This is an optimization exercise on Yosys and OpenROAD, whose aim is small area, a short achievable clock period and few clock cycles per item, not a production implementation. At most, simulation tests tie the RTL to the original design; equivalence was not proved. Power and IR drop assume default switching activity.

v6:
## cobs_enc
module cobs_enc (
    input  wire       clk,
    input  wire       rst,           
    input  wire       in_valid,
    output wire       in_ready,
    input  wire [7:0] in_data,
    input  wire       in_last,       
    input  wire       in_empty,      
    input  wire       in_pre,        
    input  wire       in_cs,         
    output reg        out_valid,
    input  wire       out_ready,
    output reg  [7:0] out_data,
    output reg        out_last       
);
Settings: LEC_CHECK=0, CAP_MARGIN=20, CORE_MARGIN=2, CORE_UTILIZATION=40, CTS_BUF_LIST=sky130_fd_sc_hd__clkbuf_16, CTS_CLUSTER_DIAMETER=60, CTS_CLUSTER_SIZE=30, SLEW_MARGIN=20; clock period 8.0 ns.
standard.sh (not shown) runs the stock make flow with config.mk's settings and CLKGATE_MAP_FILE= SYNTH_SCRIPT=/design/flow/synth_recipe.tcl, a recipe that flattens the netlist after the stock synthesis.
==> flow/flow/run.sh <==
#!/bin/bash
# Layout flow: the standard flow (standard.sh, unchanged synthesis) with
# a tighter setup target for the repair steps, resizing not held to the
# original cell footprint, and port buffers from a faster buffer cell.
set -euo pipefail
bash standard.sh \
    SETUP_SLACK_MARGIN=5.2 \
    MATCH_CELL_FOOTPRINT=0 \
    "BUFFER_PORTS_ARGS=-buffer_cell sky130_fd_sc_hd__buf_4" \
    finish > standard_flow.log 2>&1
v6 closes out successfully: all stages finished, all timing, DRC and antenna checks passed.
Testbench counts of v6, summed over its fixed seeds: cycles 22,869, bytes 21,605.
Inputs modified between v6 and v36:
Settings: swapping sky130_fd_sc_hd__clkbuf_16 for sky130_fd_sc_hd__clkbuf_8 in CTS_BUF_LIST; swapping 30 for 24 in CTS_CLUSTER_SIZE; clearing CTS_CLUSTER_DIAMETER, which used to be 60.
Notes after the runs:
Layout sequential cell count came out exactly the same in v6 and v36.
v36 ends up with lower post-route worst hold slack than v6 does.
v36 vs. v6: post-detailed-routing wire length went up by 1.8%.
met5 as the topmost layer with routed signal wires was reported by v6, and met4 by v36.
For synthesized flop and latch total, v6 and v36 come out practically identical.
Where slack of the worst reg-to-reg path is concerned, v6 is better than v36.
v6 → v36: power moved up, fraction of area in multi-input gates shrank by 0.39 points.

* * *

cobs_enc, a different RTL version from the one above (not shown whole).
Size in the first run: roughly 1700 cells after synthesis, about 670 flip-flops, roughly 27 I/O pins, ~29000 um2 of cells after synthesis.
make LEC_CHECK=0 CAP_MARGIN=20 CORE_MARGIN=2 CORE_UTILIZATION=40 SETUP_SLACK_MARGIN=5 SLEW_MARGIN=20 finish   # period 8.0 ns
run.sh (not shown) runs the stock make flow with config.mk's settings and CLKGATE_MAP_FILE= SYNTH_SCRIPT=/design/flow/synth_recipe.tcl, a recipe that flattens the netlist after the stock synthesis.
Stock flow here: none of the scripts above is used.
Change:
Settings changed: SETUP_SLACK_MARGIN 5 to not set.
Global-route usage is lower by 2.5 points.
Maximum frequency is lower by 28%.
First-iteration DRC count is lower by 17%.
No run of this note included a check of the RTL's function; only the layout flow was run.

* * *

cobs_enc, a different RTL version from the one above (not shown whole).
Size: about 1700 cells after synthesis, ~670 flip-flops, ~27 I/O pins, ~0.028 mm² of cells after synthesis.
// cobs_enc
module cobs_enc (
    input  wire       clk,
    input  wire       rst,           
    input  wire       in_valid,
    output wire       in_ready,
    input  wire [7:0] in_data,
    input  wire       in_last,       
    input  wire       in_empty,      
    input  wire       in_pre,        
    input  wire       in_cs,         
    output reg        out_valid,
    input  wire       out_ready,
    output reg  [7:0] out_data,
    output reg        out_last       
);
==> flow/config.mk <==
export PLATFORM = sky130hd
export DESIGN_NAME = cobs_enc
export DESIGN_NICKNAME = cobs_enc
export VERILOG_FILES = /design/flow/design.v
export SDC_FILE = /design/flow/constraint.sdc
export NUM_CORES = 4
export LEC_CHECK = 0
export CAP_MARGIN = 20
export CORE_MARGIN = 2
export CORE_UTILIZATION = 40
export SETUP_SLACK_MARGIN = 4
export SLEW_MARGIN = 20
==> flow/constraint.sdc <==
create_clock -name core_clock -period 8.0 [get_ports {clk}]
set_input_delay 1.6000 -clock core_clock [delete_from_list [all_inputs] [get_ports {clk}]]
set_output_delay 1.6000 -clock core_clock [all_outputs]
set_load 0.01 [all_outputs]
Testbench counts at the start, summed over its fixed seeds: cycles 22,869, bytes 21,605.
==> next run, changes <==
- CORE_UTILIZATION: 40 -> 60
- CTS_BUF_LIST: not set -> sky130_fd_sc_hd__clkbuf_8
- CTS_CLUSTER_SIZE: not set -> 24
- SETUP_SLACK_MARGIN: 4 -> 5
=>
- maximum frequency rose by a quarter to a third
- via count grows by a little under a tenth
- worst setup slack improved by 0.87 ns
==> next run, changes <==
- CORE_UTILIZATION: 60 -> 40
- CTS_BUF_LIST: sky130_fd_sc_hd__clkbuf_8 -> sky130_fd_sc_hd__clkbuf_4
- CTS_CLUSTER_SIZE: 24 -> 32
Combinational power is lower by 3.9%; die area is higher by about 50%; cell count is higher by 18%; wire length is lower by 0.36%; cell area is higher by 1.0%; worst setup slack loses 0.067 ns; worst hold slack gains 0.025 ns; clock power stays flat; via count is higher by 0.62%; sequential share of layout area is lower by 0.56 points.
==> next run, changes <==
- CTS_BUF_LIST: sky130_fd_sc_hd__clkbuf_4 -> sky130_fd_sc_hd__clkbuf_8
- CTS_CLUSTER_SIZE: 32 -> 24
After rerunning: Clock power hardly moves; final area barely changes; routed wire length falls by about 1.3%.
==> next run, changes <==
- CTS_BUF_LIST: sky130_fd_sc_hd__clkbuf_8 -> not set
- CTS_CLUSTER_SIZE: 24 -> not set
After rerunning: Fmax decreases slightly. Routed wire length barely changes. Non-clock buffer count grows by 1. Hold slack gains 0.027 ns. Register-to-register slack got worse by 0.03 ns. Clock-buffer cell count shrinks by 31. Power came out higher by a few percent. Die area stays the same.

* * *

cobs_enc with an RTL version that a note above also has.
clock: 8.0 ns
lec_check: 0
cap_margin: 20
core_margin: 2
core_utilization: 40
cts_buf_list: sky130_fd_sc_hd__clkbuf_16
cts_cluster_diameter: 80
cts_cluster_size: 20
slew_margin: 20
standard.sh (not shown) runs the stock make flow with config.mk's settings and CLKGATE_MAP_FILE= SYNTH_SCRIPT=/design/flow/synth_recipe.tcl, a recipe that flattens the netlist after the stock synthesis.
Scripts as last shown in full above: flow/flow/run.sh
Testbench counts at the start, summed over its fixed seeds: cycles 22,869, bytes 21,605.
==> next run, changes <==
==> flow/run.sh (new file) <==
#!/bin/bash
# synth_recipe.tcl (not shown) runs the flow's synth.tcl, then flattens the netlist and writes it again
# the make line also repeats each setting of config.mk as NAME=value (left out here)
make -C /OpenROAD-flow-scripts/flow DESIGN_CONFIG=/design/flow/config.mk WORK_HOME=/design/flow/orfs CLKGATE_MAP_FILE= SYNTH_SCRIPT=/design/flow/synth_recipe.tcl finish
--- a/flow/config.mk
+++ b/flow/config.mk
@@ -9,6 +9,7 @@
 export CORE_MARGIN = 2
 export CORE_UTILIZATION = 40
-export CTS_BUF_LIST = sky130_fd_sc_hd__clkbuf_16
-export CTS_CLUSTER_DIAMETER = 80
-export CTS_CLUSTER_SIZE = 20
+export CTS_BUF_LIST = sky130_fd_sc_hd__clkbuf_8
+export CTS_CLUSTER_SIZE = 24
+export SETUP_SLACK_MARGIN = 5
 export SLEW_MARGIN = 20
+export TNS_END_PERCENT = 10
removed: flow/flow/run.sh
removed: flow/standard.sh
After rerunning: Area after synthesis is unchanged. Clock power climbs by 37%. Hold slack degrades by 13 ps. Setup slack degrades by 180 ps. Register-to-register slack degrades by 200 ps. Power climbs by 10%.
==> next run, changes <==
==> flow/flow/run.sh (new file) <==
#!/bin/bash
# Layout flow: the standard flow (standard.sh, unchanged synthesis) with
# a tighter setup target for the repair steps, resizing not held to the
# original cell footprint, and port buffers from a faster buffer cell.
set -euo pipefail
bash standard.sh \
    SETUP_SLACK_MARGIN=5.4 \
    MATCH_CELL_FOOTPRINT=0 \
    "BUFFER_PORTS_ARGS=-buffer_cell sky130_fd_sc_hd__buf_4" \
    finish > standard_flow.log 2>&1
==> flow/standard.sh (new file) <==
#!/bin/bash
# synth_recipe.tcl (not shown) runs the flow's synth.tcl, then flattens the netlist and writes it again
# the make line also repeats each setting of config.mk as NAME=value (left out here)
make -C /OpenROAD-flow-scripts/flow DESIGN_CONFIG=/design/flow/config.mk WORK_HOME=/design/flow/orfs CLKGATE_MAP_FILE= SYNTH_SCRIPT=/design/flow/synth_recipe.tcl "${@:-finish}"
--- a/flow/config.mk
+++ b/flow/config.mk
@@ -9,7 +9,6 @@
 export CORE_MARGIN = 2
 export CORE_UTILIZATION = 40
-export CTS_BUF_LIST = sky130_fd_sc_hd__clkbuf_8
-export CTS_CLUSTER_SIZE = 24
-export SETUP_SLACK_MARGIN = 5
+export CTS_BUF_LIST = sky130_fd_sc_hd__clkbuf_16
+export CTS_CLUSTER_DIAMETER = 80
+export CTS_CLUSTER_SIZE = 20
 export SLEW_MARGIN = 20
-export TNS_END_PERCENT = 10
removed: flow/run.sh
The changed run went through all stages and came out clean; cell count decreases by 2.4%; final area rises by 0.95%; setup slack gains 130 ps; count of clock-buffer cells in the layout drops by 81; first-iteration DRC count came out higher by 7.0%.

port drivers added, routing unchanged:
The flow's constraints put no driver on any port. The routed layouts listed below were extracted and timed again, unchanged, in two steps. Step 1, drivers: a clkbuf_16 drives clk and a buf_2 each remaining input, both assumed. Step 2, shift: input delay + t, output delay - t, t = (earliest + latest rising clock arrival at the registers) / 2. This alone moves slack from input paths to output paths. Three values: ideal, step 1, step 2; two values: the first two.
| run | t, ns | setup WS [ns] | hold slack, ns |
|---|---|---|---|
| v6 | 0.659 | 5.116 / 5.051 / 4.838 | 0.514 / 0.514 / 0.514 |
| v36 | 0.760 | 5.023 / 4.969 / 4.817 | 0.503 / 0.503 / 0.503 |
| the first run of note 2 | 0.683 | 4.472 / 4.472 / 3.903 | 0.511 / 0.511 / 0.511 |
| the second run of note 2 | 0.678 | 3.076 / 3.112 / 2.433 | 0.488 / 0.488 / 0.488 |
| the first run of note 3 | 0.671 | 4.115 / 4.115 / 4.022 | 0.515 / 0.515 / 0.515 |
| the second run of note 3 | 0.727 | 4.982 / 4.982 / 4.342 | 0.482 / 0.482 / 0.482 |
| the third run of note 3 | 1.046 | 4.915 / 4.856 / 4.233 | 0.508 / 0.508 / 0.508 |
| the fourth run of note 3 | 0.766 | 5.027 / 5.012 / 4.297 | 0.462 / 0.462 / 0.462 |
| the fifth run of note 3 | 0.665 | 4.998 / 4.998 / 4.461 | 0.489 / 0.489 / 0.489 |
| the first run of note 4 | 0.651 | 5.142 / 5.078 / 4.821 | 0.507 / 0.507 / 0.507 |
| the second run of note 4 | 0.766 | 4.967 / 4.915 / 4.309 | 0.495 / 0.495 / 0.495 |
| the third run of note 4 | 0.644 | 5.101 / 5.101 / 4.891 | 0.500 / 0.500 / 0.500 |
After both steps setup and hold are still met in every run listed. The setup slack of the fourth run of note 3, which loses most, moves by -0.015 ns with the drivers and by -0.730 ns with both steps.
